Background: an optimization exercise with open tools, aiming at small area, a short achievable clock period and few clock cycles per item. Do not read the settings as production practice.
No functional check of the RTL was part of any run shown here.
No activity file was given, so power comes from the tool's default toggle rates.

--- config.mk ---
export PLATFORM = sky130hd
export DESIGN_NAME = spi_i2c_ctrl
export DESIGN_NICKNAME = spi_i2c_ctrl
export VERILOG_FILES = /design/flow/design.v
export SDC_FILE = /design/flow/constraint.sdc
export NUM_CORES = 4
export LEC_CHECK = 0
export CAP_MARGIN = 20
export CORE_MARGIN = 2
export CORE_UTILIZATION = 40
export CTS_BUF_LIST = sky130_fd_sc_hd__clkbuf_8
export SETUP_SLACK_MARGIN = 4.3
export SLEW_MARGIN = 20
--- constraint.sdc ---
create_clock -name core_clock -period 8.0 [get_ports {clk}]
set_input_delay 1.6000 -clock core_clock [delete_from_list [all_inputs] [get_ports {clk}]]
set_output_delay 1.6000 -clock core_clock [all_outputs]
set_load 0.01 [all_outputs]
--- design.v ---
module spi_i2c_ctrl #(
    parameter [23:0] CORE_CLOCK_HZ = 24'd16000000    
) (
    input             clk,
    input             rst,
    input             cmd_valid,
    input      [31:0] cmd,
    output            cmd_ready,
    output reg        rsp_valid,
    output      [7:0] result_code,
    output reg  [7:0] result_value,
    output     [15:0] ci,
    output            faulted,
    output      [1:0] fault_cause,
    output     [31:0] fault_cmd,
    output            wait_spi,
    output            wait_twi,
    output            wait_settle,
    output reg        cs_drive,
    output reg        cs_level,
    output reg        evt_pindir,
    output reg  [7:0] spcr,
    output      [7:0] spsr,
    output reg  [7:0] spdr_tx,
    output reg  [7:0] spdr_rx,
    output      [7:0] twcr,
    output      [7:0] twsr,
    output reg  [7:0] twbr,
    output      [7:0] twar,
    output reg  [7:0] twdr,
    output reg        spi_pending,
    output      [1:0] twi_pending,
    input             spi_step,
    input       [7:0] spi_step_byte,
    input             twi_step,
    input       [4:0] twi_step_status,
    input       [7:0] twi_step_byte,
    input             twi_settle,
    input       [4:0] twi_settle_status
);
    localparam [7:0] OP_SPI_VALIDATE  = 8'h01;
    localparam [7:0] OP_SPI_LOOKUP    = 8'h02;
    localparam [7:0] OP_SPI_CONFIGURE = 8'h03;
    localparam [7:0] OP_SPI_SELECT    = 8'h04;
    localparam [7:0] OP_SPI_DESELECT  = 8'h05;
    localparam [7:0] OP_SPI_TRANSFER  = 8'h06;
    localparam [7:0] OP_SPI_SEND      = 8'h07;
    localparam [7:0] OP_I2C_INIT      = 8'h10;
    localparam [7:0] OP_I2C_OWNADDR   = 8'h11;
    localparam [7:0] OP_I2C_START     = 8'h12;
    localparam [7:0] OP_I2C_ADDRESS   = 8'h13;
    localparam [7:0] OP_I2C_SEND      = 8'h14;
    localparam [7:0] OP_I2C_READACK   = 8'h15;
    localparam [7:0] OP_I2C_READNACK  = 8'h16;
    localparam [7:0] OP_I2C_STOP      = 8'h17;
    localparam [7:0] OP_I2C_STATUS    = 8'h18;
    localparam [2:0] E_OK         = 3'd0;
    localparam [2:0] E_INV_MODE   = 3'd1;
    localparam [2:0] E_SPEED      = 3'd2;
    localparam [2:0] E_NULL_CFG   = 3'd3;
    localparam [2:0] E_BAD_ADDR   = 3'd4;
    localparam [2:0] E_BAD_DIR    = 3'd5;
    localparam [2:0] E_BAD_RATE   = 3'd6;
    localparam [2:0] E_BAD_CS     = 3'd7;
    localparam [2:0] BUS_IDLE  = 3'd0;
    localparam [2:0] BUS_START = 3'd1;
    localparam [2:0] BUS_ADDRW = 3'd2;
    localparam [2:0] BUS_ADDRR = 3'd3;
    localparam [2:0] BUS_DATA  = 3'd4;
    localparam [2:0] BUS_STOPP = 3'd5;
    localparam [1:0] TP_NONE  = 2'd0;
    localparam [1:0] TP_START = 2'd1;
    localparam [1:0] TP_BYTE  = 2'd2;
    localparam [23:0] HZ_MIN = 24'd30304;
    localparam [23:0] HZ_MAX = 24'd1000000;
    localparam [19:0] REM0   = 20'd15625;
    reg         idle;        
    reg         w_spi;       
    reg         w_twi;       
    reg         w_set;       
    reg         div;         
    reg  [1:0]  fcause;      
    reg  [31:0] cmd_r;       
    reg  [2:0]  bus;
    reg  [2:0]  rcode;
    reg         spif, wcol, spi2x;
    reg         twint, twea, twsto, twwc, twen;
    reg  [4:0]  tws;
    reg  [6:0]  twar_r;
    reg  [19:0] rem;         
    reg  [8:0]  quo;         
    wire flt = fcause[1] | fcause[0];
    reg  [15:0] ci_r;
    assign ci = ci_r + {15'd0, rsp_valid};
    assign cmd_ready   = idle;
    assign faulted     = flt;
    assign fault_cause = fcause;
    assign fault_cmd   = cmd_r;
    assign wait_spi    = w_spi;
    assign wait_twi    = w_twi;
    assign wait_settle = w_set;
    assign result_code = {5'b00000, rcode};
    assign spsr        = {spif, wcol, 5'b00000, spi2x};
    assign twcr        = {twint, twea, twsta, twsto, twwc, twen, 1'b0, 1'b0};
    assign twi_pending = w_twi ? ((cmd_r[2:0] == 3'd2) ? TP_START : TP_BYTE) : TP_NONE;
    wire   twsta       = (bus == BUS_START);
    assign twsr        = {tws, 3'b000};         
    assign twar        = {twar_r, 1'b0};
    wire [7:0]  op   = cmd[7:0];
    wire [7:0]  fa   = cmd[15:8];
    wire [7:0]  fb   = cmd[23:16];
    wire [23:0] hz   = cmd[31:8];
    reg  [23:0] op_mask;
    reg         op_known;
    always @(*) begin
        op_known = 1'b1;
        case (op)
            OP_SPI_VALIDATE:  op_mask = 24'hFDFF00;
            OP_SPI_LOOKUP:    op_mask = 24'hFFFCFC;
            OP_SPI_CONFIGURE: op_mask = 24'hE00000;
            OP_SPI_SELECT,
            OP_SPI_DESELECT,
            OP_SPI_TRANSFER,
            OP_SPI_SEND,
            OP_I2C_SEND:      op_mask = 24'hFFFF00;
            OP_I2C_INIT:      op_mask = 24'h000000;
            OP_I2C_OWNADDR:   op_mask = 24'hFFFF80;
            OP_I2C_ADDRESS:   op_mask = 24'hFF0000;
            OP_I2C_START,
            OP_I2C_READACK,
            OP_I2C_READNACK,
            OP_I2C_STOP,
            OP_I2C_STATUS:    op_mask = 24'hFFFFFF;
            default: begin
                op_mask  = 24'hFFFFFF;
                op_known = 1'b0;
            end
        endcase
    end
    wire legal = op_known && ((cmd[31:8] & op_mask) == 24'd0);
    wire div_ok = cmd[25] ? (fa == 8'd2 || fa == 8'd8 || fa == 8'd32 || fa == 8'd64)
                          : (fa == 8'd4 || fa == 8'd16 || fa == 8'd64 || fa == 8'd128);
    wire [1:0] div_class = (fa == 8'd2 || fa == 8'd4)  ? 2'd0 :
                           (fa == 8'd8 || fa == 8'd16) ? 2'd1 :
                           (fa == 8'd32)               ? 2'd2 : 2'd3;
    wire [7:0] cfg_pattern = {cmd[27], 1'b1, cmd[26], cmd[24], fb[1:0], div_class};
    wire hz_ok    = (hz >= HZ_MIN) && (hz <= HZ_MAX);
    wire addr_bad = (fa == 8'd0) || fa[7];
    wire dir_bad  = (fb[7:1] != 7'd0);
    wire       stopp   = (bus == BUS_STOPP);
    wire       hold_set = stopp & twsto;         
    wire [2:0] bus_eff = stopp ? BUS_IDLE : bus;
    reg seq_ok;
    always @(*) begin
        case (op)
            OP_I2C_START:    seq_ok = (bus_eff == BUS_IDLE) || (bus_eff == BUS_DATA);
            OP_I2C_ADDRESS:  seq_ok = (bus_eff == BUS_START);
            OP_I2C_SEND:     seq_ok = (bus_eff == BUS_ADDRW) || (bus_eff == BUS_DATA);
            OP_I2C_READACK,
            OP_I2C_READNACK: seq_ok = (bus_eff == BUS_ADDRR) || (bus_eff == BUS_DATA);
            default:         seq_ok = (bus_eff == BUS_START) || (bus_eff == BUS_ADDRW) ||
                                      (bus_eff == BUS_ADDRR) || (bus_eff == BUS_DATA);
        endcase
    end
    wire r_start = (cmd_r[2:0] == 3'd2);
    wire r_read  = (cmd_r[2:0] == 3'd5) || (cmd_r[2:0] == 3'd6);
    wire [20:0] dv_t    = {rem, 1'b0};
    wire [21:0] dv_diff = {1'b0, dv_t} - {2'b00, cmd_r[27:8]};
    wire        dv_ge   = ~dv_diff[21];
    wire [19:0] dv_rem  = dv_ge ? dv_diff[19:0] : dv_t[19:0];
    wire        dv_last = quo[8];
    wire [8:0]  dv_q    = {quo[7:0], dv_ge};
    wire [7:0]  br_val  = dv_q[7:0] - 8'd8;
    reg        fin;           
    reg  [2:0] fin_code;
    reg  [7:0] fin_val;
    reg        f_ill, f_seq;   
    reg        go_spi, go_twi, go_set, go_div, div_start;
    reg        body;          
    reg  [2:0] body_op;       
    reg        wr_cfg, wr_cs, wr_twar, wr_spdr, spi_rd, init_done, bus_idle;
    always @(*) begin
        fin = 1'b0; fin_code = E_OK; fin_val = 8'h00;
        f_ill = 1'b0; f_seq = 1'b0;
        go_spi = 1'b0; go_twi = 1'b0; go_set = 1'b0; go_div = 1'b0; div_start = 1'b0;
        body = 1'b0; body_op = op[2:0];
        wr_cfg = 1'b0; wr_cs = 1'b0; wr_twar = 1'b0; wr_spdr = 1'b0; spi_rd = 1'b0;
        init_done = 1'b0; bus_idle = 1'b0;
        if (idle) begin
            if (cmd_valid) begin
                if (!legal) begin
                    f_ill = 1'b1;
                end else begin
                    case (op)
                        OP_SPI_VALIDATE: begin
                            fin = 1'b1;
                            if (!div_ok) fin_code = E_SPEED;
                        end
                        OP_SPI_LOOKUP: begin
                            fin = 1'b1;
                            fin_val = {4'b0000, fb[1:0], fa[1:0]};
                        end
                        OP_SPI_CONFIGURE: begin
                            fin = 1'b1;
                            if (!cmd[28])
                                fin_code = E_NULL_CFG;
                            else if (!div_ok)
                                fin_code = E_SPEED;
                            else if (fb > 8'd3)
                                fin_code = E_INV_MODE;
                            else begin
                                wr_cfg  = 1'b1;
                                fin_val = cfg_pattern;
                            end
                        end
                        OP_SPI_SELECT, OP_SPI_DESELECT: begin
                            fin = 1'b1;
                            if (fa != 8'd0) fin_code = E_BAD_CS;
                            else            wr_cs = 1'b1;
                        end
                        OP_SPI_TRANSFER, OP_SPI_SEND: begin
                            wr_spdr = 1'b1;
                            if (spif) begin
                                spi_rd = 1'b1;
                                fin = 1'b1;
                                if (!op[0]) fin_val = spdr_rx;
                            end else begin
                                go_spi = 1'b1;
                            end
                        end
                        OP_I2C_INIT: begin
                            if (!hz_ok) begin
                                fin = 1'b1;
                                fin_code = E_BAD_RATE;
                            end else if (!stopp && bus != BUS_IDLE) begin
                                f_seq = 1'b1;
                            end else begin
                                go_div = 1'b1;
                                go_set = hold_set;
                                bus_idle = ~hold_set;
                            end
                        end
                        OP_I2C_OWNADDR: begin
                            fin = 1'b1;
                            wr_twar = 1'b1;
                        end
                        OP_I2C_STATUS: begin
                            fin = 1'b1;
                            fin_val = {tws, 3'b000};
                        end
                        default: begin
                            if (op == OP_I2C_ADDRESS && addr_bad) begin
                                fin = 1'b1;
                                fin_code = E_BAD_ADDR;
                            end else if (op == OP_I2C_ADDRESS && dir_bad) begin
                                fin = 1'b1;
                                fin_code = E_BAD_DIR;
                            end else if (hold_set) begin
                                go_set = 1'b1;
                            end else if (!seq_ok) begin
                                f_seq = 1'b1;
                                bus_idle = stopp;
                            end else begin
                                body = 1'b1;
                                if (op == OP_I2C_STOP) fin = 1'b1;
                                else                   go_twi = 1'b1;
                            end
                        end
                    endcase
                end
            end
        end else if (div) begin
            if (w_set && twi_settle)
                bus_idle = 1'b1;
            if (dv_last) begin
                if (!w_set || twi_settle) begin
                    fin = 1'b1;
                    fin_val = br_val;
                    init_done = 1'b1;
                end else begin
                    go_div = 1'b1;
                    go_set = 1'b1;
                    div_start = 1'b1;
                end
            end else begin
                go_div = 1'b1;
                go_set = w_set && !twi_settle;
            end
        end else if (w_set) begin
            if (twi_settle) begin
                bus_idle = 1'b1;
                if (r_start) begin
                    body = 1'b1;
                    body_op = 3'd2;
                    go_twi = 1'b1;
                end else begin
                    f_seq = 1'b1;
                end
            end else begin
                go_set = 1'b1;
            end
        end else if (w_spi) begin
            if (spi_step) begin
                spi_rd = 1'b1;
                fin = 1'b1;
                if (!cmd_r[0]) fin_val = spi_step_byte;
            end else begin
                go_spi = 1'b1;
            end
        end else if (w_twi) begin
            if (twi_step) begin
                fin = 1'b1;
                if (r_read) fin_val = twi_step_byte;
                else        fin_val = {twi_step_status, 3'b000};
            end else begin
                go_twi = 1'b1;
            end
        end
    end
    always @(posedge clk) begin
        rem <= (idle | div_start) ? REM0 : dv_rem;
        quo <= (idle | div_start) ? 9'd1 : dv_q;
    end
    always @(posedge clk) begin
        if (rst) begin
            idle         <= 1'b1;
            cmd_r        <= 32'd0;
            w_spi        <= 1'b0;
            w_twi        <= 1'b0;
            w_set        <= 1'b0;
            div          <= 1'b0;
            fcause       <= 2'd0;
            bus          <= BUS_IDLE;
            rsp_valid    <= 1'b0;
            rcode        <= 3'd0;
            result_value <= 8'd0;
            ci_r         <= 16'd0;
            cs_drive     <= 1'b0;
            cs_level     <= 1'b0;
            evt_pindir   <= 1'b0;
            spcr         <= 8'h00;
            spif         <= 1'b0;
            wcol         <= 1'b0;
            spi2x        <= 1'b0;
            spdr_tx      <= 8'h00;
            spdr_rx      <= 8'h00;
            spi_pending  <= 1'b0;
            twint        <= 1'b0;
            twea         <= 1'b0;
            twsto        <= 1'b0;
            twwc         <= 1'b0;
            twen         <= 1'b0;
            tws          <= 5'b11111;
            twbr         <= 8'h00;
            twar_r       <= 7'h7F;
            twdr         <= 8'hFF;
        end else begin
            if (idle)
                cmd_r <= cmd & {32{cmd_valid & ~fin}};
            else if (fin)
                cmd_r <= 32'd0;
            idle  <= (idle & ~cmd_valid) | fin;
            w_spi <= go_spi;
            w_twi <= go_twi;
            w_set <= go_set;
            div   <= go_div;
            if (f_ill) fcause[0] <= 1'b1;
            if (f_seq) fcause[1] <= 1'b1;
            rsp_valid  <= fin;
            ci_r       <= ci;
            evt_pindir <= wr_cfg & cmd[24];
            if (fin) begin
                rcode        <= fin_code;
                result_value <= fin_val;
            end
            if (spi_step) begin
                spdr_rx     <= spi_step_byte;
                spif        <= 1'b1;
                spi_pending <= 1'b0;
            end
            if (twi_step) begin
                tws <= twi_step_status;
                if (twi_pending == TP_BYTE)
                    twdr <= twi_step_byte;
                twint       <= 1'b1;
            end
            if (twi_settle) begin
                twsto <= 1'b0;
                tws   <= twi_settle_status;
            end
            if (wr_cfg) begin
                spcr  <= cfg_pattern;
                spi2x <= cmd[25];
            end
            if (wr_cs) begin
                cs_drive <= 1'b1;
                cs_level <= op[0];
            end
            if (wr_spdr) begin
                spdr_tx <= fa;
                if (spi_pending)
                    wcol <= 1'b1;
                else if (spcr[6])
                    spi_pending <= 1'b1;
            end
            if (spi_rd) begin
                spif <= 1'b0;
                wcol <= 1'b0;
            end
            if (wr_twar)
                twar_r <= fa[6:0];
            if (bus_idle)
                bus <= BUS_IDLE;
            if (init_done) begin
                twbr  <= br_val;
                twea  <= 1'b0;
                twsto <= 1'b0;
                twen  <= 1'b1;
            end
            if (body) begin
                twint <= 1'b0;
                twen  <= 1'b1;
                twea  <= (body_op == 3'd5);
                twsto <= (body_op == 3'd7);
                if (body_op == 3'd3 || body_op == 3'd4) begin
                    if (twint) begin
                        twdr <= (body_op == 3'd3) ? {fa[6:0], fb[0]} : fa;
                        twwc <= 1'b0;
                    end else begin
                        twwc <= 1'b1;
                    end
                end
                case (body_op)
                    3'd2:    bus <= BUS_START;
                    3'd3:    bus <= fb[0] ? BUS_ADDRR : BUS_ADDRW;
                    3'd7:    bus <= BUS_STOPP;
                    default: bus <= BUS_DATA;
                endcase
            end
        end
    end
endmodule
--- flow/run.sh ---
#!/bin/bash
set -euo pipefail
export BUFFER_PORTS_ARGS="-buffer_cell sky130_fd_sc_hd__buf_1"
bash standard.sh > standard.log 2>&1
--- standard.sh ---
#!/bin/bash
# synth_recipe.tcl (not shown) runs the flow's synth.tcl, then flattens the netlist and writes it again
# the make line also repeats each setting of config.mk as NAME=value (left out here)
make -C /OpenROAD-flow-scripts/flow DESIGN_CONFIG=/design/flow/config.mk WORK_HOME=/design/flow/orfs CLKGATE_MAP_FILE= SYNTH_SCRIPT=/design/flow/synth_recipe.tcl "${@:-finish}"
==> implementation parameters, run 1 <==
Parameter                              Value

Synth
  Number of flops mapped to enable cells by yosys ... 0
  Instance count of the mapped netlist ... 1014
  Dominant combinational cell family by area after synthesis ... simple AND/OR/NAND/NOR gates
  Syn. warnings ... 1
  Mapped Area ... slightly below 0.009 mm2
  Mean cell area of the mapped netlist ... ~8.6 um2
  Distinct cells, synth ... 75
  Cell types occupying the most area after synthesis ... sky130_fd_sc_hd__dfxtp_1 (37%), sky130_fd_sc_hd__mux2i_1 (7.1%), sky130_fd_sc_hd__nor2_1 (3.9%)
  Portion of the post-synthesis area used by sequential elements ... approximately 37%
  Ys flop type ... sky130_fd_sc_hd__dfxtp_1
  Fraction of synthesized cell area in xor and xnor cells ... around 3.4%
  Area fraction of the dominant cell type after synthesis ... 37.29%
  Share of synthesized registers carrying an async set or reset ... 0%
  Library cell occupying the most area in the post-synthesis netlist ... sky130_fd_sc_hd__dfxtp_1
  Synthesized-area fraction occupied by adder cells ... ~3.9%
  Post-synthesis share of cell area spent on and, or, nand and nor gates ... between 20% and 30%
  Number of register bits inferred by synthesis ... approximately 160
  Mux cell area share after synthesis ... under 10%
  Fraction of the mapped netlist area in compound gates ... 20.12%

Clocking
  H-tree level count ... 4
  Clock insertion delay at the later pin of the skew report ... between 0.4 and 0.5 ns
  CTS tree ... done
  Buffer type at the clock tree root ... sky130_fd_sc_hd__clkbuf_8
  Clock Pin Slew Worst Setup and Hold Paths ... roughly 0.09 ns
  Number of clock buffers inserted by TritonCTS ... 17
  Clock sink count ... 163
  Maximum count of clock buffers along a single path ... 2

Hold path
  Hold wc startpoint ... cs_drive
  Type of the most critical hold path ... flip-flop to flip-flop
  Instance count along the most critical hold path ... 2
  Worst hold path endpoint ... cs_drive

Placement
  HPWL after DPL ... slightly above 20000 um
  Number of port buffers ... a little under 200
  Worst setup timing slack at the placement stage ... 2.983 ns
  GPL Wtd Cong ... 0.9454
  Cells after DPL ... 1430

Setup path
  Family with the most delay on the worst path ... simple AND/OR/NAND/NOR gates
  Buf+Inv Stages, Crit Path ... 1
  Register-to-register setup slack ... 4.52 ns
  WP data required ... approximately 8.4 ns
  CP peak stage delay ... roughly 0.58 ns
  Worst R2R Path Depth ... 10
  Cells along the critical path ... buf_8 > or4_4 > or3_4 > a2111oi_4 > o21bai_4 > or4b_4 > nor2_8 > mux2i_1 > or2_1
  Terminus of the critical flop-to-flop path ... result_value[0]
  Library cell contributing the largest single delay on the critical path ... sky130_fd_sc_hd__or4b_4
  Critical Path End Type ... flip-flop
  Reg2reg start ... cmd_r[9]
  Kind of critical path ... input pin to flip-flop
  Worst EP arrival ... roughly 4.2 ns
  Startpoint Class ... input pin
  Max FO, Critical Path ... 8

Global route
  Global-route usage over all layers ... 23.70%
  Gr ovfl total ... 0
  Largest net degree at the start of global routing ... a little over 90
  Number of global-route vias before repair ... approximately 7500
  First-pass GRT wire length ... ~43000 um
  Number of antenna violations at the first check in global routing ... 0

Timing
  Final WS setup ... around 4.2 ns
  Share of the clock period used by the worst path ... between 40 and 50%
  Unrepaired setup endpoints after global routing ... true
  Endpoints failing setup ... 0
  Clock Skew ... 0.01402 ns
  Min Tclk post-route ... 3.796 ns
  Worst-margin pin slew ... 1.007 ns
  Number of pins exceeding their max-slew limit in the final report ... 0
  Count of final hold-check violations ... 0
  Max Freq ... 0.2634 GHz
  Total Negative Setup Slacks ... 0 ns
  Max-slew headroom at the worst pin ... between 30% and 40%

Power
  Reg power frac ... 37.8%
  Worst IR Drop VDD ... roughly 140 uV
  Switching power summed over all nets ... 835.0 uW
  Sw Share ... about a third
  Internal power ... 1543 uW
  Leakage power of the design ... approximately 0.0041 uW
  Fraction of power consumed by combinational cells ... roughly 33%
  PwrDens ... ~220 mW/mm2
  Clock group share of total power ... roughly 29%

Detailed routing
  Detailed Route Iter0 Violations ... roughly 670
  Count of nets left with antenna violations after detail routing ... 0
  Post-detailed-route via-to-cell ratio ... 5.573
  Via total after detailed routing ... ~8400
  Length of the first detailed-routing pass in iterations ... 7
  Routed wirelength normalized by instance count ... roughly 19 um
  Total length of routed wires ... 28770 um
  Count of unresolved DRC violations after routing ... 0

Floorplanning
  Die area ... approximately 0.023 mm2
  I/O pin total ... about 210
  Overall die width ... roughly 150 um
  Initial Utilization ... about two fifths
  Die Ht ... approximately 150 um
  Count of standard-cell rows ... 54
  Standard cell core area ... 0.02162 mm2

Final layout
  Area delta synth->final ... 24.67%
  Filler-free cell count of the finished design ... 1502
  Layout net count ... approximately 1300
  Layout cell share with drive strength beyond 1 ... ~14%
  Antenna fix cells ... 0

Status
  Status ... finished clean

Run
  Number of violations of the max-capacitance limit ... 0
[synth_stat cells (all sizes together), types with 22 or more instances]
cell type / instances
a21oi: 55
buf: 37
clkbuf: 50
o21ai: 32
mux2i: 62
nand2: 65
nand3: 22
ha: 26
dfxtp: 163
a22o: 34
nor3: 28
nor2b: 33
nor2: 92
xnor2: 26
inv: 49
[cells in the final DEF (no fill, tap or decap), types with 6 or more instances in the layout]
| cell type | netlist | final |
|---|---|---|
| sky130_fd_sc_hd__a211o_1 | 10 | 10 |
| sky130_fd_sc_hd__a211oi_1 | 10 | 9 |
| sky130_fd_sc_hd__a21oi_1 | 55 | 53 |
| sky130_fd_sc_hd__a221oi_1 | 8 | 6 |
| sky130_fd_sc_hd__a22o_1 | 34 | 34 |
| sky130_fd_sc_hd__a22oi_1 | 7 | 7 |
| sky130_fd_sc_hd__a31oi_1 | 9 | 9 |
| sky130_fd_sc_hd__and2_1 | 12 | 12 |
| sky130_fd_sc_hd__buf_1 | 3 | 176 |
| sky130_fd_sc_hd__buf_2 | 9 | 6 |
| sky130_fd_sc_hd__buf_4 | 25 | 40 |
| sky130_fd_sc_hd__buf_6 | 0 | 8 |
| sky130_fd_sc_hd__clkbuf_2 | 1 | 7 |
| sky130_fd_sc_hd__clkbuf_8 | 0 | 20 |
| sky130_fd_sc_hd__conb_1 | 1 | 16 |
| sky130_fd_sc_hd__dfxtp_1 | 163 | 160 |
| sky130_fd_sc_hd__ha_1 | 26 | 20 |
| sky130_fd_sc_hd__inv_1 | 49 | 47 |
| sky130_fd_sc_hd__mux2i_1 | 62 | 62 |
| sky130_fd_sc_hd__nand2_1 | 65 | 65 |
| sky130_fd_sc_hd__nand2b_1 | 13 | 12 |
| sky130_fd_sc_hd__nand3_1 | 22 | 21 |
| sky130_fd_sc_hd__nand3b_1 | 6 | 6 |
| sky130_fd_sc_hd__nand4b_1 | 6 | 6 |
| sky130_fd_sc_hd__nor2_1 | 91 | 87 |
| sky130_fd_sc_hd__nor2b_1 | 33 | 32 |
| sky130_fd_sc_hd__nor3_1 | 28 | 24 |
| sky130_fd_sc_hd__o211ai_1 | 9 | 9 |
| sky130_fd_sc_hd__o21a_1 | 6 | 6 |
| sky130_fd_sc_hd__o21ai_0 | 32 | 31 |
| sky130_fd_sc_hd__or2_1 | 8 | 8 |
| sky130_fd_sc_hd__or3_1 | 10 | 9 |
| sky130_fd_sc_hd__xnor2_1 | 26 | 26 |
| sky130_fd_sc_hd__xor2_1 | 8 | 7 |
[flip-flops by register name, indices dropped and copies added, names as in the netlist, 2 cells and up]
register	cells
spdr_tx	8
twbr	8
twdr	8
spdr_rx	8
ci_r	16
twar_r	7
quo	9
fcause	2
spcr	8
rem	20
bus	3
result_value	8
cmd_r	32
tws	5
rcode	3
[cell type report]
type                            count  area [um2]
Sequential cell                   163        3267
Tap cell                          280       350.3
Inverter                           49       193.9
Fill cell                        2123       10710
Clock inverter                     11       175.2
Clock buffer                       20       275.3
Multi-Input combinational cell    731        5313
Timing Repair Buffer              248        1334
[cell families after synthesis]
group,after synthesis
simple gates,343
compound gates,243
flops,163
buf+inv,136
mux,67
xor+xnor,34
fa+ha+maj,27
other cells,1
[routing by layer]
metal / routed length [um] / up-vias / GRT usage (%)
li1: - / 3995 / -
met2: 12990 / 357 / 37.07
met3: 1941 / 41 / 5.220
met5: 0 / - / 0
met4: 663 / 0 / 6.898
met1: 13180 / 3977 / 32.87
[how the worst max path moves through the flow]
stage            start  cells past startpoint  endpoint  slack (ns)
2_1_floorplan  cmd[21]                      9   twdr[0]        3.88
6_report       cmd[18]                      9   twdr[5]        4.20
3_5_place_dp    cmd[0]                     10      wcol        2.98
4_1_cts        cmd[18]                      9   twdr[5]        4.12
5_1_grt        cmd[18]                      9   twdr[5]        4.18
3_3_place_gp    cmd[5]                      8      wcol        2.85
[repair_timing]
action | 4_1_cts | 5_1_grt
buffers inserted | 16 | 21
resized for setup | 50 | 70
pin swaps | 12 | 26
endpoints found under the setup margin | 98 | 96
hold buffers | 0 | 0
cloned | 3 | 1
[power groups by stage]
stage	Sequential [uW]	Clock, uW	Combinational [uW]
detailed placement	917	0	746
global placement	917	0	738
floorplan	913	0	564
finish	899	697	783
CTS	899	713	764
global route	904	746	862
[tightest hold or removal path: stages (launching register included)]
cell,delay [ns]
sky130_fd_sc_hd__dfxtp_1,0.32
sky130_fd_sc_hd__inv_1,0.05
sky130_fd_sc_hd__a21oi_1,0.05
[stage by stage]
step	hold slack, ns	total power, uW	utilization (%)	cell area [um2]
6_report	0.4502	2378	50.45	10910
5_1_grt	0.4759	2512	50.45	10910
4_1_cts	0.4535	2375	48.28	10440
3_5_place_dp	0.4297	1664	44.44	9608
3_3_place_gp	0.4364	1655	44.43	9605
2_1_floorplan	0.4057	1477	-	8874
==> inputs of run 2 (changes only) <==
--- a/design.v
+++ b/design.v
@@ -95,7 +95,7 @@
     assign cmd_ready   = idle;
     assign faulted     = flt;
     assign fault_cause = fcause;
-    assign fault_cmd   = cmd_r;
+    assign fault_cmd   = cmd_r & {32{flt}};
     assign wait_spi    = w_spi;
     assign wait_twi    = w_twi;
     assign wait_settle = w_set;
@@ -174,6 +174,9 @@
     reg        fin;           
     reg  [2:0] fin_code;
     reg  [7:0] fin_val;
+    wire [7:0] spdr_rx_n = spi_step ? spi_step_byte : spdr_rx;
+    wire [4:0] tws_n     = twi_settle ? twi_settle_status :
+                           twi_step   ? twi_step_status   : tws;
     reg        f_ill, f_seq;   
     reg        go_spi, go_twi, go_set, go_div, div_start;
     reg        body;          
@@ -206,7 +209,7 @@
                                 fin_code = E_NULL_CFG;
                             else if (!div_ok)
                                 fin_code = E_SPEED;
-                            else if (fb > 8'd3)
+                            else if (fb[7:2] != 6'd0)
                                 fin_code = E_INV_MODE;
                             else begin
                                 wr_cfg  = 1'b1;
@@ -223,7 +226,7 @@
                             if (spif) begin
                                 spi_rd = 1'b1;
                                 fin = 1'b1;
-                                if (!op[0]) fin_val = spdr_rx;
+                                if (!op[0]) fin_val = spdr_rx_n;
                             end else begin
                                 go_spi = 1'b1;
                             end
@@ -246,7 +249,7 @@
                         end
                         OP_I2C_STATUS: begin
                             fin = 1'b1;
-                            fin_val = {tws, 3'b000};
+                            fin_val = {tws_n, 3'b000};
                         end
                         default: begin
                             if (op == OP_I2C_ADDRESS && addr_bad) begin
@@ -303,7 +306,7 @@
             if (spi_step) begin
                 spi_rd = 1'b1;
                 fin = 1'b1;
-                if (!cmd_r[0]) fin_val = spi_step_byte;
+                if (!cmd_r[0]) fin_val = spdr_rx_n;
             end else begin
                 go_spi = 1'b1;
             end
@@ -311,20 +314,21 @@
             if (twi_step) begin
                 fin = 1'b1;
                 if (r_read) fin_val = twi_step_byte;
-                else        fin_val = {twi_step_status, 3'b000};
+                else        fin_val = {tws_n, 3'b000};
             end else begin
                 go_twi = 1'b1;
             end
         end
     end
     always @(posedge clk) begin
+        if (idle)
+            cmd_r <= cmd;
         rem <= (idle | div_start) ? REM0 : dv_rem;
         quo <= (idle | div_start) ? 9'd1 : dv_q;
     end
     always @(posedge clk) begin
         if (rst) begin
             idle         <= 1'b1;
-            cmd_r        <= 32'd0;
             w_spi        <= 1'b0;
             w_twi        <= 1'b0;
             w_set        <= 1'b0;
@@ -355,10 +359,6 @@
             twar_r       <= 7'h7F;
             twdr         <= 8'hFF;
         end else begin
-            if (idle)
-                cmd_r <= cmd & {32{cmd_valid & ~fin}};
-            else if (fin)
-                cmd_r <= 32'd0;
             idle  <= (idle & ~cmd_valid) | fin;
             w_spi <= go_spi;
             w_twi <= go_twi;
@@ -373,20 +373,19 @@
                 rcode        <= fin_code;
                 result_value <= fin_val;
             end
+            spdr_rx <= spdr_rx_n;
+            tws     <= tws_n;
             if (spi_step) begin
-                spdr_rx     <= spi_step_byte;
                 spif        <= 1'b1;
                 spi_pending <= 1'b0;
             end
             if (twi_step) begin
-                tws <= twi_step_status;
                 if (twi_pending == TP_BYTE)
                     twdr <= twi_step_byte;
                 twint       <= 1'b1;
             end
             if (twi_settle) begin
                 twsto <= 1'b0;
-                tws   <= twi_settle_status;
             end
             if (wr_cfg) begin
                 spcr  <= cfg_pattern;
--- a/config.mk
+++ b/config.mk
@@ -9,5 +9,5 @@
 export CORE_MARGIN = 2
 export CORE_UTILIZATION = 40
 export CTS_BUF_LIST = sky130_fd_sc_hd__clkbuf_8
-export SETUP_SLACK_MARGIN = 4.3
+export SETUP_SLACK_MARGIN = 4.2
 export SLEW_MARGIN = 20
==> run 2 against run 1 <==
Effect of this change: via count decreased by 4.9%; critical path type unchanged; global-route usage decreased by 0.49 points; clock skew is 0.00066 ns higher; critical path depth up 2; sequential cell count unchanged; register-to-register slack better by 0.31 ns; clock-buffer cell count shrank 3.
==> implementation parameters, run 2 <==
Parameter                              Value

Status
  Status ... finished clean

Detailed routing
  Detailed Route Iter0 Violations ... 463 (-31%)
  Via total after detailed routing ... 7958 (-4.9%)
  Post-detailed-route via-to-cell ratio ... 5.406 (-3.0%)
  Length of the first detailed-routing pass in iterations ... 5 (-2)
  Total length of routed wires ... 27160 um (-5.6%)
  Count of unresolved DRC violations after routing ... 0 (unchanged)
  Routed wirelength normalized by instance count ... 18.45 um (-3.7%)
  Count of nets left with antenna violations after detail routing ... 0 (unchanged)

Setup path
  Kind of critical path ... input pin to flip-flop
  Worst EP arrival ... 4.13 ns (-0.03 ns)
  Startpoint Class ... input pin
  Max FO, Critical Path ... 9 (+1)
  WP data required ... 8.41 ns (+0.04 ns)
  Critical Path End Type ... flip-flop

Timing
  Total Negative Setup Slacks ... 0 ns (unchanged)
  Clock Skew ... 0.01468 ns (+0.0006595 ns)
  Count of final hold-check violations ... 0 (unchanged)
  Unrepaired setup endpoints after global routing ... true
  Endpoints failing setup ... 0 (unchanged)
  Min Tclk post-route ... 3.713 ns (-0.08348 ns)
  Worst-margin pin slew ... 0.9454 ns (-0.06146 ns)
  Max-slew headroom at the worst pin ... 36.77% (+3.9 points)
  Share of the clock period used by the worst path ... 46.41% (-1.0 points)
  Worst slack on hold paths ... 0.4466 ns (-0.003666 ns)
  Number of pins exceeding their max-slew limit in the final report ... 0 (unchanged)
  Max Freq ... 0.2693 GHz (+2.2%)

Clocking
  H-tree level count ... 4 (unchanged)
  Clock insertion delay at the later pin of the skew report ... 0.47 ns (about the same)
  Number of clock buffers inserted by TritonCTS ... 17 (unchanged)
  Clock Pin Slew Worst Setup and Hold Paths ... 0.09 ns (about the same)
  Buffer type at the clock tree root ... sky130_fd_sc_hd__clkbuf_8
  Maximum count of clock buffers along a single path ... 2 (unchanged)
  CTS tree ... done
  Clock sink count ... 163 (unchanged)

Floorplanning
  Initial Utilization ... 40.52% (+0.053 points)
  Die area ... 0.02317 mm2 (+0.43%)
  Die Ht ... 152.2 um (+0.21%)
  Overall die width ... 152.2 um (+0.21%)
  Count of standard-cell rows ... 54 (unchanged)
  I/O pin total ... 214 (unchanged)
  Standard cell core area ... 0.02169 mm2 (+0.31%)

Synth
  Portion of the post-synthesis area used by sequential elements ... 40.77% (+3.5 points)
  Mapped Area ... 0.008788 mm2 (+0.44%)
  Share of synthesized registers carrying an async set or reset ... 0% (unchanged)
  Mean cell area of the mapped netlist ... 8.771 um2 (+1.6%)
  Number of flops mapped to enable cells by yosys ... 32 (+32)
  Ys flop type ... sky130_fd_sc_hd__dfxtp_1
  Number of register bits inferred by synthesis ... 163 (unchanged)
  Distinct cells, synth ... 75 (unchanged)
  Instance count of the mapped netlist ... 1002 (-1.2%)
  Syn. warnings ... 1 (unchanged)
  Cell types occupying the most area after synthesis ... sky130_fd_sc_hd__dfxtp_1 (30%), sky130_fd_sc_hd__edfxtp_1 (11%), sky130_fd_sc_hd__mux2i_1 (7.3%)
  Area fraction of the dominant cell type after synthesis ... 29.84% (-7.5 points)
  Count leader, synth ... sky130_fd_sc_hd__dfxtp_1
  Synth top cells by count ... sky130_fd_sc_hd__dfxtp_1 (131), sky130_fd_sc_hd__nor2_1 (125), sky130_fd_sc_hd__nand2_1 (78), sky130_fd_sc_hd__mux2i_1 (64), sky130_fd_sc_hd__a21oi_1 (58)
  Library cell occupying the most area in the post-synthesis netlist ... sky130_fd_sc_hd__dfxtp_1

Run
  Number of violations of the max-capacitance limit ... 0 (unchanged)

Final layout
  Register with the most flip-flops ... cmd_r
  Layout net count ... 1270 (-2.4%)
  Flip-flop count of the largest register after layout ... 32 (unchanged)
  Antenna fix cells ... 0 (unchanged)
  Area delta synth->final ... 16.77%
  Most frequent standard cell in the layout excluding fill and tap cells ... sky130_fd_sc_hd__buf_1
  Largest registers ... cmd_r (32), rem (20), ci_r (16)
  Most used cells in the layout excluding fill and tap cells ... sky130_fd_sc_hd__buf_1 (188), sky130_fd_sc_hd__dfxtp_1 (128), sky130_fd_sc_hd__nor2_1 (121), sky130_fd_sc_hd__nand2_1 (78), sky130_fd_sc_hd__mux2i_1 (64)
  Filler-free cell count of the finished design ... 1472 (-2.0%)
  Layout cell share with drive strength beyond 1 ... 9.983% (-4.3 points)
  Post-route cell area ... 0.01026 mm2 (-5.9%)

Placement
  GPL Wtd Cong ... 0.9756 (+3.2%)
  Post-place instance area ... 0.009652 mm2 (+0.46%)
  Cells after DPL ... 1429 (-0.070%)
  Number of port buffers ... 197 (unchanged)
  HPWL after DPL ... 19920 um (-0.96%)

Global route
  Largest net degree at the start of global routing ... 61 (-33%)
  Gr ovfl total ... 0 (unchanged)
  Number of global-route vias before repair ... 7597 (+1.3%)
  First-pass GRT wire length ... 42680 um (-1.7%)
  Global-route usage over all layers ... 23.21% (-0.49 points)
  Number of antenna violations at the first check in global routing ... 0 (unchanged)

Power
  Leakage power of the design ... 0.004045 uW (-0.70%)
  Worst IR Drop VDD ... 104.5 uV (-25%)
  Final total power ... 1729 uW (-27%)
  PwrDens ... 168.5 mW/mm2 (-23%)

Hold path
  Type of the most critical hold path ... flip-flop to flip-flop
==> run 2: changes by cell type in the layout (fill, tap and decap cells not counted), sizes merged, moves of 10 or more <==
cell / previous run / this run
a22o: 34 / 2
and2: 12 / 26
buf: 239 / 210
dfxtp: 163 / 131
edfxtp: 0 / 32
nand2: 65 / 78
nand3: 22 / 32
nor2: 92 / 126
nor3: 28 / 13
==> run 2: path summary, 6_finish.rpt <==
check,from,end,slack (ns),depth (start not counted)
max,cmd[21],twdr[7],4.29,11
min,quo[7],quo[8],0.45,1
max reg2reg,cmd_r[16],rem[2],4.83,11
min reg2reg,quo[7],quo[8],0.45,1
==> run 2: logic make-up after synthesis <==
| group | share of synthesized area, % |
|---|---|
| AO/OA/AOI/OAI | 14.89 |
| adder cells (fa/ha/maj) | 3.929 |
| AND/OR/NAND/NOR | 21.87 |
| flip-flops | 40.77 |
| multiplexers | 8.442 |
| other | 0.04267 |
| XOR/XNOR | 3.588 |
| buffers and inverters | 6.463 |
==> run 2: through the flow <==
| stage | util [%] | worst slack, ns |
|---|---|---|
| floorplan | - | 4.166 |
| global route | 47.32 | 4.145 |
| detailed placement | 44.50 | 2.992 |
| global placement | 44.50 | 3.018 |
| finish | 47.32 | 4.287 |
| CTS | 46.60 | 4.203 |
==> run 2: critical path: stages <==
cell	delay, ns
sky130_fd_sc_hd__buf_1	0.14
sky130_fd_sc_hd__or4_4	0.60
sky130_fd_sc_hd__nor3_4	0.21
sky130_fd_sc_hd__a21oi_1	0.07
sky130_fd_sc_hd__o22a_2	0.27
sky130_fd_sc_hd__nor4b_4	0.27
sky130_fd_sc_hd__buf_4	0.19
sky130_fd_sc_hd__buf_12	0.12
sky130_fd_sc_hd__nand4_4	0.22
sky130_fd_sc_hd__mux2_1	0.38
sky130_fd_sc_hd__nand2_1	0.06
==> run 2: area by class of cell <==
class / count / area [um2]
timing repair buffer: 215 / 903.4
fill: 2170 / 11430
multi-input combinational: 735 / 4875
clock inverter: 15 / 126.4
clock buffer: 17 / 234.0
inverter: 47 / 183.9
sequential: 163 / 3590
tap: 280 / 350.3
==> run 2: repair_timing <==
action | in CTS | in global routing
endpoints found under the hold margin | 0 | 0
buffers inserted | 4 | 7
pin swaps | 1 | 5
resized for setup | 20 | 30
hold buffers | 0 | 0
endpoints found under the setup margin | 63 | 57
==> run 2: metal layers <==
layer | GRT usage (%) | share of wire (%) | wire [um]
met1 | 31.07 | 45 | 12290
met3 | 4.522 | 6.1 | 1645
met5 | 0 | 0 | 0
met2 | 37.22 | 46 | 12520
met4 | 8.812 | 2.6 | 705
==> run 2: power by group <==
part | switching [uW] | internal, uW
Sequential | 13.9 | 865
Combinational | 180 | 101
Clock | 346 | 223
Total | 540 | 1190
==> inputs of run 3 (changes only) <==
--- a/config.mk
+++ b/config.mk
@@ -9,5 +9,5 @@
 export CORE_MARGIN = 2
 export CORE_UTILIZATION = 40
 export CTS_BUF_LIST = sky130_fd_sc_hd__clkbuf_8
-export SETUP_SLACK_MARGIN = 4.2
+export SETUP_SLACK_MARGIN = 4.25
 export SLEW_MARGIN = 20
==> run 3 against run 2 <==
Effect of this change: still clean on timing, DRC and antenna; clock power is 2% lower; wire length is 0.36% higher; die area stayed put; global-route usage hardly changed; combinational power hardly changed; largest cell class unchanged; highest routed layer unchanged.
==> implementation parameters, run 3 <==
Parameter                              Value

Global route
  First-pass GRT wire length ... 42610 um (-0.15%)
  Number of global-route vias before repair ... 7598 (+0.013%)
  Number of antenna violations at the first check in global routing ... 0 (unchanged)
  Gr ovfl total ... 0 (unchanged)
  Largest net degree at the start of global routing ... 61 (unchanged)
  Global-route usage over all layers ... 23.25% (+0.040 points)

Timing
  Number of pins exceeding their max-slew limit in the final report ... 0 (unchanged)
  Worst-margin pin slew ... 0.9473 ns (+0.001902 ns)
  Total Negative Setup Slacks ... 0 ns (unchanged)
  Min Tclk post-route ... 3.734 ns (+0.02077 ns)
  Max Freq ... 0.2678 GHz (-0.56%)
  Share of the clock period used by the worst path ... 46.67% (+0.26 points)
  Max-slew headroom at the worst pin ... 36.65% (-0.13 points)
  Count of final hold-check violations ... 0 (unchanged)
  Clock Skew ... 0.01420 ns (-0.0004764 ns)
  Endpoints failing setup ... 0 (unchanged)
  Unrepaired setup endpoints after global routing ... true
  Final WS setup ... 4.266 ns (-0.02077 ns)

Detailed routing
  Detailed Route Iter0 Violations ... 425 (-8.2%)
  Routed wirelength normalized by instance count ... 18.52 um (+0.36%)
  Length of the first detailed-routing pass in iterations ... 6 (+1)
  Count of unresolved DRC violations after routing ... 0 (unchanged)
  Total length of routed wires ... 27260 um (+0.36%)
  Via total after detailed routing ... 7900 (-0.73%)
  Post-detailed-route via-to-cell ratio ... 5.367 (-0.73%)
  Count of nets left with antenna violations after detail routing ... 0 (unchanged)

Placement
  Worst setup timing slack at the placement stage ... 2.874 ns (-0.1176 ns)
  Number of port buffers ... 197 (unchanged)
  GPL Wtd Cong ... 0.9303 (-4.6%)
  Cells after DPL ... 1429 (unchanged)
  HPWL after DPL ... 20120 um (+0.98%)

Run
  Number of violations of the max-capacitance limit ... 0 (unchanged)

Clocking
  Number of clock buffers inserted by TritonCTS ... 17 (unchanged)
  Clock sink count ... 163 (unchanged)
  Clock insertion delay at the later pin of the skew report ... 0.47 ns (about the same)
  Buffer type at the clock tree root ... sky130_fd_sc_hd__clkbuf_8
  CTS tree ... done
  Clock Pin Slew Worst Setup and Hold Paths ... 0.09 ns (about the same)
  H-tree level count ... 4 (unchanged)
  Maximum count of clock buffers along a single path ... 2 (unchanged)
  Hold-fix buffer count after cts ... 0 (unchanged)

Power
  Switching power summed over all nets ... 511.0 uW (-5.3%)
  Sw Share ... 29.77% (-1.5 points)
  Final total power ... 1716 uW (-0.72%)
  Worst IR Drop VDD ... 96.77 uV (-7.4%)
  Clock group share of total power ... 32.5% (-0.4 points)
  Reg power frac ... 51.2% (+0.4 points)
  Internal power ... 1205 uW (+1.4%)
  Leakage power of the design ... 0.004063 uW (+0.45%)
  Fraction of power consumed by combinational cells ... 16.3% (about the same)
  PwrDens ... 167.2 mW/mm2 (-0.75%)

Final layout
  Area delta synth->final ... 16.80% (about the same)
  Filler-free cell count of the finished design ... 1472 (unchanged)
  Layout net count ... 1270 (unchanged)
  Most used cells in the layout excluding fill and tap cells ... sky130_fd_sc_hd__buf_1 (186), sky130_fd_sc_hd__dfxtp_1 (127), sky130_fd_sc_hd__nor2_1 (120), sky130_fd_sc_hd__nand2_1 (77), sky130_fd_sc_hd__mux2i_1 (64)
  Most frequent standard cell in the layout excluding fill and tap cells ... sky130_fd_sc_hd__buf_1
  Final standard cell utilization of the core ... 47.33% (about the same)
  Largest registers ... cmd_r (32), rem (20), ci_r (16)
  Layout cell share with drive strength beyond 1 ... 10.32% (+0.34 points)
  Antenna fix cells ... 0 (unchanged)
  Flip-flop count of the largest register after layout ... 32 (unchanged)
  Register with the most flip-flops ... cmd_r

Setup path
  CP Depth ... 11 (unchanged)
  Kind of critical path ... input pin to flip-flop
  Critical Path End Type ... flip-flop
  Cells along the critical path ... buf_1 > or4_4 > nor3_4 > a21oi_1 > o22a_2 > nor4b_4 > buf_6 > buf_4 > nand3_1 > or3_1 > a21boi_1
  Buf+Inv Stages, Crit Path ... 3 (unchanged)
  Library cell contributing the largest single delay on the critical path ... sky130_fd_sc_hd__or4_4
  Max FO, Critical Path ... 6 (-3)
  WP data required ... 8.40 ns (about the same)
  CP peak stage delay ... 0.59 ns (about the same)
  Startpoint Class ... input pin
  Family with the most delay on the worst path ... simple AND/OR/NAND/NOR gates
  Worst EP arrival ... 4.13 ns (about the same)
  Worst R2R Path Depth ... 10 (-1)

Floorplanning
  I/O pin total ... 214 (unchanged)
  Count of standard-cell rows ... 54 (unchanged)
  Initial Utilization ... 40.52% (unchanged)
  Die Ht ... 152.2 um (unchanged)
  Die area ... 0.02317 mm2 (unchanged)
  Standard cell core area ... 0.02169 mm2 (unchanged)
  Overall die width ... 152.2 um (unchanged)

Synth
  Synth top cells by count ... sky130_fd_sc_hd__dfxtp_1 (131), sky130_fd_sc_hd__nor2_1 (125), sky130_fd_sc_hd__nand2_1 (78), sky130_fd_sc_hd__mux2i_1 (64), sky130_fd_sc_hd__a21oi_1 (58)
  Number of flops mapped to enable cells by yosys ... 32 (unchanged)
  Number of register bits inferred by synthesis ... 163 (unchanged)
  Mean cell area of the mapped netlist ... 8.771 um2 (unchanged)
  Distinct cells, synth ... 75 (unchanged)
  Instance count of the mapped netlist ... 1002 (unchanged)
  Mapped Area ... 0.008788 mm2 (unchanged)
  Portion of the post-synthesis area used by sequential elements ... 40.77% (unchanged)
  Library cell occupying the most area in the post-synthesis netlist ... sky130_fd_sc_hd__dfxtp_1
  Count leader, synth ... sky130_fd_sc_hd__dfxtp_1
  Area fraction of the dominant cell type after synthesis ... 29.84% (unchanged)
  Ys flop type ... sky130_fd_sc_hd__dfxtp_1
  Syn. warnings ... 1 (unchanged)
  Share of synthesized registers carrying an async set or reset ... 0% (unchanged)
  Cell types occupying the most area after synthesis ... sky130_fd_sc_hd__dfxtp_1 (30%), sky130_fd_sc_hd__edfxtp_1 (11%), sky130_fd_sc_hd__mux2i_1 (7.3%)

Status
  Status ... finished clean

Hold path
  Type of the most critical hold path ... flip-flop to flip-flop
  Instance count along the most critical hold path ... 1 (unchanged)
-- run 3: metrics by stage --
step / cell area (um2) / hold WS [ns]
5_1_grt: 10260 / 0.4824
3_3_place_gp: 9652 / 0.4161
4_1_cts: 10140 / 0.4476
2_1_floorplan: 8931 / 0.4057
6_report: 10260 / 0.4423
3_5_place_dp: 9652 / 0.4275
-- run 3: cells by family (layout without fill, tap and decap cells) --
logic type | after synthesis | in the layout | share of synthesized area (%)
muxes | 73 | 73 | 8.442
DFF | 163 | 163 | 40.77
adders and majority gates | 27 | 27 | 3.929
AOI/OAI and AO/OA | 204 | 204 | 14.89
xor gates and xnor gates | 36 | 36 | 3.588
buffers and inverters | 119 | 294 | 6.463
and+or+nand+nor | 379 | 379 | 21.87
other | 1 | 16 | 0.04267
-- run 3: path summary, 6_finish.rpt --
path              startpoint              end  slack (ns)
hold reg to reg       quo[7]           quo[8]        0.44
setup reg to reg   cmd_r[16]  result_value[0]        4.83
setup / recovery     cmd[21]             twea        4.27
hold / removal        quo[7]           quo[8]        0.44
-- run 3: routing by layer --
metal	vias up	track usage (%)	share of wire (%)
met1	3763	30.83	45
met5	-	0	0
met3	41	4.693	6.0
li1	3857	-	-
met4	0	7.610	2.1
met2	239	38.10	47
-- run 3: layout make-up --
class                           count  area (um2)
Inverter                           47       183.9
Timing Repair Buffer              215       897.1
Fill cell                        2241       11420
Sequential cell                   163        3588
Clock inverter                     12       78.83
Clock buffer                       20       275.3
Multi-Input combinational cell    735        4891
Tap cell                          280       350.3
-- run 3: power groups by stage --
| stage | combinational, uW | sequential, uW | clock, uW |
|---|---|---|---|
| floorplan | 193 | 899 | 0 |
| global placement | 273 | 898 | 0 |
| detailed placement | 273 | 899 | 0 |
| CTS | 277 | 880 | 568 |
| global route | 310 | 883 | 602 |
| finish | 280 | 879 | 557 |
-- run 3: timing repair --
item,4_1_cts,5_1_grt
buffers inserted,8,3
resized for setup,31,27
endpoints found under the setup margin,64,50
pin swaps,3,7
==> inputs of run 4 (changes only) <==
==> flow/run.sh (replaced) <==
#!/bin/bash
set -euo pipefail
export BUFFER_PORTS_ARGS="-buffer_cell sky130_fd_sc_hd__buf_1"
export RECOVER_POWER=100
bash standard.sh > standard.log 2>&1
==> run 4 against run 3 <==
Effect of this change: now fails the layout checks on capacitance limit, slew limit; first-iteration DRC count increased by 11%; via count rose by 0.30%; non-clock buffer count unchanged; combinational power shrank 1%; area after synthesis unchanged; register-to-register slack worse by 1.3 ns; critical endpoint is now rcode[2].
==> implementation parameters, run 4 <==
Parameter                              Value

Clocking
  H-tree level count ... 4 (unchanged)
  Maximum count of clock buffers along a single path ... 2 (unchanged)
  Clock Pin Slew Worst Setup and Hold Paths ... 0.09 ns (about the same)
  Number of clock buffers inserted by TritonCTS ... 17 (unchanged)
  Clock sink count ... 163 (unchanged)
  Clock insertion delay at the later pin of the skew report ... 0.47 ns (about the same)
  Buffer type at the clock tree root ... sky130_fd_sc_hd__clkbuf_8
  Hold-fix buffer count after cts ... 0 (unchanged)
  CTS tree ... done

Timing
  Max Freq ... 0.1885 GHz (-30%)
  Min Tclk post-route ... 5.305 ns (+1.571 ns)
  Count of final hold-check violations ... 0 (unchanged)
  Total Negative Setup Slacks ... 0 ns (unchanged)
  Worst-margin pin slew ... 2.836 ns (+1.889 ns)
  Clock Skew ... 0.01455 ns (+0.0003518 ns)
  Endpoints failing setup ... 0 (unchanged)
  Number of pins exceeding their max-slew limit in the final report ... 162 (+162)
  Unrepaired setup endpoints after global routing ... true
  Share of the clock period used by the worst path ... 66.31% (+20 points)
  Max-slew headroom at the worst pin ... -89.09% (-130 points)

Synth
  Area fraction of the dominant cell type after synthesis ... 29.84% (unchanged)
  Portion of the post-synthesis area used by sequential elements ... 40.77% (unchanged)
  Number of register bits inferred by synthesis ... 163 (unchanged)
  Library cell occupying the most area in the post-synthesis netlist ... sky130_fd_sc_hd__dfxtp_1
  Distinct cells, synth ... 75 (unchanged)
  Count leader, synth ... sky130_fd_sc_hd__dfxtp_1
  Ys flop type ... sky130_fd_sc_hd__dfxtp_1
  Share of synthesized registers carrying an async set or reset ... 0% (unchanged)
  Mean cell area of the mapped netlist ... 8.771 um2 (unchanged)
  Cell types occupying the most area after synthesis ... sky130_fd_sc_hd__dfxtp_1 (30%), sky130_fd_sc_hd__edfxtp_1 (11%), sky130_fd_sc_hd__mux2i_1 (7.3%)
  Synth top cells by count ... sky130_fd_sc_hd__dfxtp_1 (131), sky130_fd_sc_hd__nor2_1 (125), sky130_fd_sc_hd__nand2_1 (78), sky130_fd_sc_hd__mux2i_1 (64), sky130_fd_sc_hd__a21oi_1 (58)
  Instance count of the mapped netlist ... 1002 (unchanged)
  Mapped Area ... 0.008788 mm2 (unchanged)
  Number of flops mapped to enable cells by yosys ... 32 (unchanged)
  Syn. warnings ... 1 (unchanged)

Final layout
  Fillers ... 2274 (+1.5%)
  Flip-flop count of the largest register after layout ... 32 (unchanged)
  Layout cell share with drive strength beyond 1 ... 6.628% (-3.7 points)
  Area delta synth->final ... 14.78%
  Largest registers ... cmd_r (32), rem (20), ci_r (16)
  Layout net count ... 1270 (unchanged)
  Antenna fix cells ... 0 (unchanged)
  Filler-free cell count of the finished design ... 1472 (unchanged)
  Final standard cell utilization of the core ... 46.51% (-0.82 points)
  Most used cells in the layout excluding fill and tap cells ... sky130_fd_sc_hd__buf_1 (168), sky130_fd_sc_hd__dfxtp_1 (129), sky130_fd_sc_hd__nor2_1 (122), sky130_fd_sc_hd__nand2_1 (78), sky130_fd_sc_hd__mux2i_1 (64)
  Most frequent standard cell in the layout excluding fill and tap cells ... sky130_fd_sc_hd__buf_1
  Register with the most flip-flops ... cmd_r

Floorplanning
  Standard cell core area ... 0.02169 mm2 (unchanged)
  Count of standard-cell rows ... 54 (unchanged)
  Die Ht ... 152.2 um (unchanged)
  I/O pin total ... 214 (unchanged)
  Initial Utilization ... 40.52% (unchanged)
  Die area ... 0.02317 mm2 (unchanged)
  Overall die width ... 152.2 um (unchanged)

Global route
  Number of antenna violations at the first check in global routing ... 0 (unchanged)
  First-pass GRT wire length ... 42610 um (unchanged)
  Number of global-route vias before repair ... 7598 (unchanged)
  Gr ovfl total ... 0 (unchanged)
  Global-route usage over all layers ... 23.25% (unchanged)
  Largest net degree at the start of global routing ... 61 (unchanged)

Power
  Worst IR Drop VDD ... 94.91 uV (-1.9%)
  PwrDens ... 169.6 mW/mm2 (+1.4%)
  Leakage power of the design ... 0.003970 uW (-2.3%)

Detailed routing
  Via total after detailed routing ... 7924 (+0.30%)
  Count of nets left with antenna violations after detail routing ... 0 (unchanged)
  Total length of routed wires ... 27350 um (+0.31%)
  Detailed Route Iter0 Violations ... 470 (+11%)
  Length of the first detailed-routing pass in iterations ... 6 (unchanged)
  Count of unresolved DRC violations after routing ... 0 (unchanged)
  Routed wirelength normalized by instance count ... 18.58 um (+0.31%)
  Post-detailed-route via-to-cell ratio ... 5.383 (+0.30%)

Placement
  Cells after DPL ... 1429 (unchanged)
  HPWL after DPL ... 20120 um (unchanged)
  GPL Wtd Cong ... 0.9303 (unchanged)
  Number of port buffers ... 197 (unchanged)

Setup path
  Kind of critical path ... input pin to flip-flop
  Worst EP arrival ... 5.65 ns (+1.52 ns)
  WP data required ... 8.35 ns (-0.05 ns)
  Startpoint Class ... input pin
  Source of the critical timing path ... rst
  Critical Path End Type ... flip-flop
  Reg2reg start ... idle
  Max FO, Critical Path ... 60 (+54)
  Worst R2R Path Depth ... 7 (-3)

Hold path
  Hold wc startpoint ... quo[7]
  Type of the most critical hold path ... flip-flop to flip-flop
  Instance count along the most critical hold path ... 1 (unchanged)

Status
  Blocking Checks ... capacitance limit, slew limit
  Status ... failed layout checks

Run
  Number of violations of the max-capacitance limit ... 4 (+4)
[run 4: power by group]
part           total (uW)  switching [uW]  internal (uW)
sequential            880            14.5            865
combinational         276             178           98.4
clock                 555             315            240
total                1710             508           1200
[run 4: logic make-up after synthesis]
| family | Yosys count | share of synthesized area [%] |
|---|---|---|
| multiplexers | 73 | 8.442 |
| other | 1 | 0.04267 |
| XOR/XNOR | 36 | 3.588 |
| adder cells (fa/ha/maj) | 27 | 3.929 |
| flip-flops | 163 | 40.77 |
| AO/OA/AOI/OAI | 204 | 14.89 |
| buffers and inverters | 119 | 6.463 |
| AND/OR/NAND/NOR | 379 | 21.87 |
[run 4: worst max-delay path: stages]
cell                       delay (ns)
sky130_fd_sc_hd__clkbuf_2        0.08
sky130_fd_sc_hd__clkbuf_1        1.99
sky130_fd_sc_hd__clkinv_1        0.25
sky130_fd_sc_hd__clkbuf_1        0.87
sky130_fd_sc_hd__nand2_1         0.43
sky130_fd_sc_hd__a211oi_1        0.13
sky130_fd_sc_hd__a31o_2          0.23
[run 4: worst paths after layout]
path	endpoint	slack (ns)
worst min register to register	quo[8]	0.45
worst min-delay path	quo[8]	0.45
worst max-delay path	rcode[2]	2.70
worst max register to register	spdr_tx[6]	3.53
[run 4: stage by stage]
step / setup WS [ns] / hold slack, ns / instance area, um2 / total power [uW]
floorplan: 4.166 / 0.4057 / 8931 / 1093
global route: 2.218 / 0.4876 / 10090 / 1792
CTS: 4.250 / 0.4476 / 10140 / 1725
global placement: 2.948 / 0.4161 / 9652 / 1171
detailed placement: 2.874 / 0.4275 / 9652 / 1172
finish: 2.695 / 0.4457 / 10090 / 1711
[run 4: per-layer routing]
metal | GRT usage (%) | wire length, um | share of wire, %
met3 | 4.693 | 1607 | 5.9
met4 | 7.610 | 454 | 1.7
met5 | 0 | 0 | 0
met1 | 30.83 | 12440 | 46
met2 | 38.10 | 12840 | 47
[run 4: layout make-up]
type,instances,area [um2],area share (%)
timing repair buffer,215,838.3,8.311
clock buffer,20,275.3,2.729
multi-input combinational,735,4775,47.33
clock inverter,12,78.83,0.7814
sequential,163,3586,35.55
tap,280,350.3,3.473
inverter,47,183.9,1.823
[run 4: timing repair]
item,4_1_cts,5_1_grt
pin swaps,3,7
setup endpoints to repair,64,50
resized for setup,31,27
buffers inserted,8,3
==> inputs of run 5 (changes only) <==
==> flow/run.sh (replaced) <==
#!/bin/bash
set -euo pipefail
export BUFFER_PORTS_ARGS="-buffer_cell sky130_fd_sc_hd__buf_1"
bash standard.sh > standard.log 2>&1
--- a/config.mk
+++ b/config.mk
@@ -9,5 +9,5 @@
 export CORE_MARGIN = 2
 export CORE_UTILIZATION = 40
 export CTS_BUF_LIST = sky130_fd_sc_hd__clkbuf_8
-export SETUP_SLACK_MARGIN = 4.25
+export SETUP_SLACK_MARGIN = 4.35
 export SLEW_MARGIN = 20
==> run 5 against run 4 <==
Effect of this change: now clean on timing, DRC and antenna; sequential cell count stayed put; clock skew hardly changed; largest cell class unchanged; utilization is 2.7 points higher; clock power up 18%.
==> implementation parameters, run 5 <==
Parameter                              Value

Status
  Status ... finished clean

Synth
  Distinct cells, synth ... 75 (unchanged)
  Instance count of the mapped netlist ... 1002 (unchanged)
  Number of register bits inferred by synthesis ... 163 (unchanged)
  Mapped Area ... 0.008788 mm2 (unchanged)
  Syn. warnings ... 1 (unchanged)
  Synth top cells by count ... sky130_fd_sc_hd__dfxtp_1 (131), sky130_fd_sc_hd__nor2_1 (125), sky130_fd_sc_hd__nand2_1 (78), sky130_fd_sc_hd__mux2i_1 (64), sky130_fd_sc_hd__a21oi_1 (58)
  Count leader, synth ... sky130_fd_sc_hd__dfxtp_1
  Library cell occupying the most area in the post-synthesis netlist ... sky130_fd_sc_hd__dfxtp_1
  Portion of the post-synthesis area used by sequential elements ... 40.77% (unchanged)
  Ys flop type ... sky130_fd_sc_hd__dfxtp_1
  Area fraction of the dominant cell type after synthesis ... 29.84% (unchanged)
  Mean cell area of the mapped netlist ... 8.771 um2 (unchanged)
  Share of synthesized registers carrying an async set or reset ... 0% (unchanged)
  Cell types occupying the most area after synthesis ... sky130_fd_sc_hd__dfxtp_1 (30%), sky130_fd_sc_hd__edfxtp_1 (11%), sky130_fd_sc_hd__mux2i_1 (7.3%)
  Number of flops mapped to enable cells by yosys ... 32 (unchanged)

Setup path
  Kind of critical path ... input pin to flip-flop
  Cells along the critical path ... buf_1 > nor3_2 > and3_2 > a21oi_1 > o31ai_2 > nor4b_4 > buf_6 > buf_12 > nand4_4 > mux2_4 > nand2_1
  Register-to-register setup slack ... 4.78 ns (+1.25 ns)
  CP peak stage delay ... 0.36 ns (-1.63 ns)
  Source of the critical timing path ... cmd[5]
  Worst EP arrival ... 4.08 ns (-1.57 ns)
  Max FO, Critical Path ... 8 (-87%)
  Terminus of the critical flop-to-flop path ... result_value[0]
  Startpoint Class ... input pin
  Reg2reg start ... cmd_r[16]
  WP data required ... 8.40 ns (+0.05 ns)
  Critical Path End Type ... flip-flop
  Library cell contributing the largest single delay on the critical path ... sky130_fd_sc_hd__o31ai_2
  Capturing element of the worst setup path ... twdr[4]
  Worst R2R Path Depth ... 11 (+4)

Run
  Number of violations of the max-capacitance limit ... 0 (-4)

Floorplanning
  Count of standard-cell rows ... 54 (unchanged)
  Standard cell core area ... 0.02169 mm2 (unchanged)
  Die area ... 0.02317 mm2 (unchanged)
  Overall die width ... 152.2 um (unchanged)
  I/O pin total ... 214 (unchanged)
  Initial Utilization ... 40.52% (unchanged)
  Die Ht ... 152.2 um (unchanged)

Global route
  First-pass GRT wire length ... 42990 um (+0.88%)
  Number of antenna violations at the first check in global routing ... 0 (unchanged)
  Largest net degree at the start of global routing ... 61 (unchanged)
  Global-route usage over all layers ... 23.32% (+0.073 points)
  Gr ovfl total ... 0 (unchanged)
  Number of global-route vias before repair ... 7635 (+0.49%)

Final layout
  Area delta synth->final ... 21.37%
  Layout net count ... 1288 (+1.4%)
  Register with the most flip-flops ... cmd_r
  Most used cells in the layout excluding fill and tap cells ... sky130_fd_sc_hd__buf_1 (179), sky130_fd_sc_hd__dfxtp_1 (126), sky130_fd_sc_hd__nor2_1 (119), sky130_fd_sc_hd__nand2_1 (78), sky130_fd_sc_hd__mux2i_1 (64)
  Flip-flop count of the largest register after layout ... 32 (unchanged)
  Antenna fix cells ... 0 (unchanged)
  Final standard cell utilization of the core ... 49.18% (+2.7 points)
  Layout cell share with drive strength beyond 1 ... 13.97% (+7.3 points)
  Filler-free cell count of the finished design ... 1490 (+1.2%)
  Fillers ... 2130 (-6.3%)
  Largest registers ... cmd_r (32), rem (20), ci_r (16)
  Most frequent standard cell in the layout excluding fill and tap cells ... sky130_fd_sc_hd__buf_1

Detailed routing
  DR WL met2 ... 12910 um (+0.54%)
  Top sig layer ... met4
  Wire length on met3 ... 1678 um (+4.4%)
  Total length of routed wires ... 27770 um (+1.6%)
  Routed metal-1 wirelength ... 12560 um (+0.97%)
  Post-detailed-route via-to-cell ratio ... 5.358 (-0.47%)
  Count of unresolved DRC violations after routing ... 0 (unchanged)
  Via total after detailed routing ... 7983 (+0.74%)
  Detailed Route Iter0 Violations ... 589 (+25%)
  Routed wirelength normalized by instance count ... 18.64 um (+0.34%)
  Length of the first detailed-routing pass in iterations ... 5 (-1)
  Count of nets left with antenna violations after detail routing ... 0 (unchanged)

Clocking
  Maximum count of clock buffers along a single path ... 2 (unchanged)
  Clock Pin Slew Worst Setup and Hold Paths ... 0.08 ns (about the same)
  Clock insertion delay at the later pin of the skew report ... 0.46 ns (about the same)
  CTS tree ... done
  Buffer type at the clock tree root ... sky130_fd_sc_hd__clkbuf_8
  Number of clock buffers inserted by TritonCTS ... 17 (unchanged)
  Hold-fix buffer count after cts ... 0 (unchanged)
  Clock sink count ... 163 (unchanged)
  H-tree level count ... 4 (unchanged)

Hold path
  Type of the most critical hold path ... flip-flop to flip-flop

Timing
  Max-slew headroom at the worst pin ... 36.19% (+130 points)
  Share of the clock period used by the worst path ... 45.96% (-20 points)
  Endpoints failing setup ... 0 (unchanged)
  Count of final hold-check violations ... 0 (unchanged)
  Total Negative Setup Slacks ... 0 ns (unchanged)
  Min Tclk post-route ... 3.677 ns (-1.628 ns)
  Number of pins exceeding their max-slew limit in the final report ... 0 (-100%)
  Max Freq ... 0.2720 GHz (+44%)
  Worst-margin pin slew ... 0.9499 ns (-1.887 ns)
  Clock Skew ... 0.01490 ns (+0.0003452 ns)
  Unrepaired setup endpoints after global routing ... true
  Worst slack on hold paths ... 0.4296 ns (-0.01604 ns)

Placement
  HPWL after DPL ... 20070 um (-0.25%)
  Cells after DPL ... 1430 (+0.070%)
  GPL Wtd Cong ... 0.9256 (-0.51%)
  Number of port buffers ... 197 (unchanged)

Power
  PwrDens ... 170.5 mW/mm2 (+0.52%)
  Worst IR Drop VDD ... 114.7 uV (+21%)
  Leakage power of the design ... 0.004257 uW (+7.3%)
  Final total power ... 1819 uW (+6.3%)
## run 5: cell types whose count changed in the layout (fill, tap and decap cells not counted), sizes merged
cell | previous run | this run
nand4 | 12 | 13
clkbuf | 59 | 33
clkinv | 7 | 4
buf | 176 | 219
inv | 52 | 51
bufinv | 0 | 3
clkinvlp | 0 | 1
## run 5: worst min-delay path by stage
stage	cells after the start	startpoint	endpoint
4_1_cts	1	quo[7]	quo[8]
5_1_grt	1	quo[7]	quo[8]
3_3_place_gp	1	quo[7]	quo[8]
2_1_floorplan	1	quo[7]	quo[8]
3_5_place_dp	1	quo[7]	quo[8]
6_report	1	quo[7]	quo[8]
## run 5: layout make-up
cell class | instances | area (um2) | area share, %
Multi-Input combinational cell | 736 | 5040 | 47.25
Tap cell | 280 | 350.3 | 3.284
Sequential cell | 163 | 3590 | 33.65
Inverter | 47 | 183.9 | 1.724
Timing Repair Buffer | 232 | 1076 | 10.09
Clock buffer | 20 | 275.3 | 2.581
Clock inverter | 12 | 151.4 | 1.419
## run 5: power by group
group	internal [uW]	switching (uW)
Combinational	105	181
Sequential	865	14.9
Clock	335	318
Total	1300	514
## run 5: worst max-delay path, delay by kind of cell
family                 cells  cell delay (ns)
muxes                      1             0.34
AOI/OAI and AO/OA          2             0.48
and+or+nand+nor            5             1.20
buffers and inverters      3             0.45
## run 5: repair_timing
action                     4_1_cts  5_1_grt
gates cloned                     0        1
resized for setup               42       52
setup endpoints to repair       66       61
buffers inserted                13       14
pin swaps                        6       16
## run 5: routing by layer
| layer | global-route usage, % | up-vias |
|---|---|---|
| met1 | 31.70 | 3763 |
| met2 | 37.82 | 286 |
| met5 | 0 | - |
| met4 | 8.144 | 0 |
| li1 | - | 3896 |
| met3 | 3.669 | 38 |
## run 5: stage by stage
stage / worst slack [ns] / instance area, um2
CTS: 4.292 / 10360
finish: 4.323 / 10670
global placement: 3.080 / 9698
global route: 4.232 / 10670
detailed placement: 3.079 / 9698
floorplan: 4.166 / 8970
## run 5: kinds of logic (layout without fill, tap and decap cells)
family	count (synthesis)	count (layout)	synth area share (%)
compound gates	204	204	14.89
fa+ha+maj	27	27	3.929
other cells	1	16	0.04267
buf+inv	119	311	6.463
mux	73	73	8.442
flops	163	163	40.77
simple gates	379	380	21.87
xor+xnor	36	36	3.588

## separate check: timing with driven ports
No port has a modelled driver above. Below, the same layouts with a new extraction and two added sets of constraints.
Step 1: set_driving_cell puts a clkbuf_16 on clk and a buf_2 on each other input, an assumption about the parent block.
Step 2 also shifts input and output timing later by t, the mid clock arrival at the registers, as if the neighbouring blocks saw the same clock.
Three values: ideal, step 1, step 2; two values: the first two.
run	t, ns	setup WS [ns]
run 1	0.508	4.204 / 4.205 / 3.697
run 2	0.508	4.287 / 4.251 / 3.801
run 3	0.504	4.266 / 4.287 / 3.782
run 4	0.498	2.695 / 2.710 / 2.211
run 5	0.499	4.323 / 4.323 / 3.846
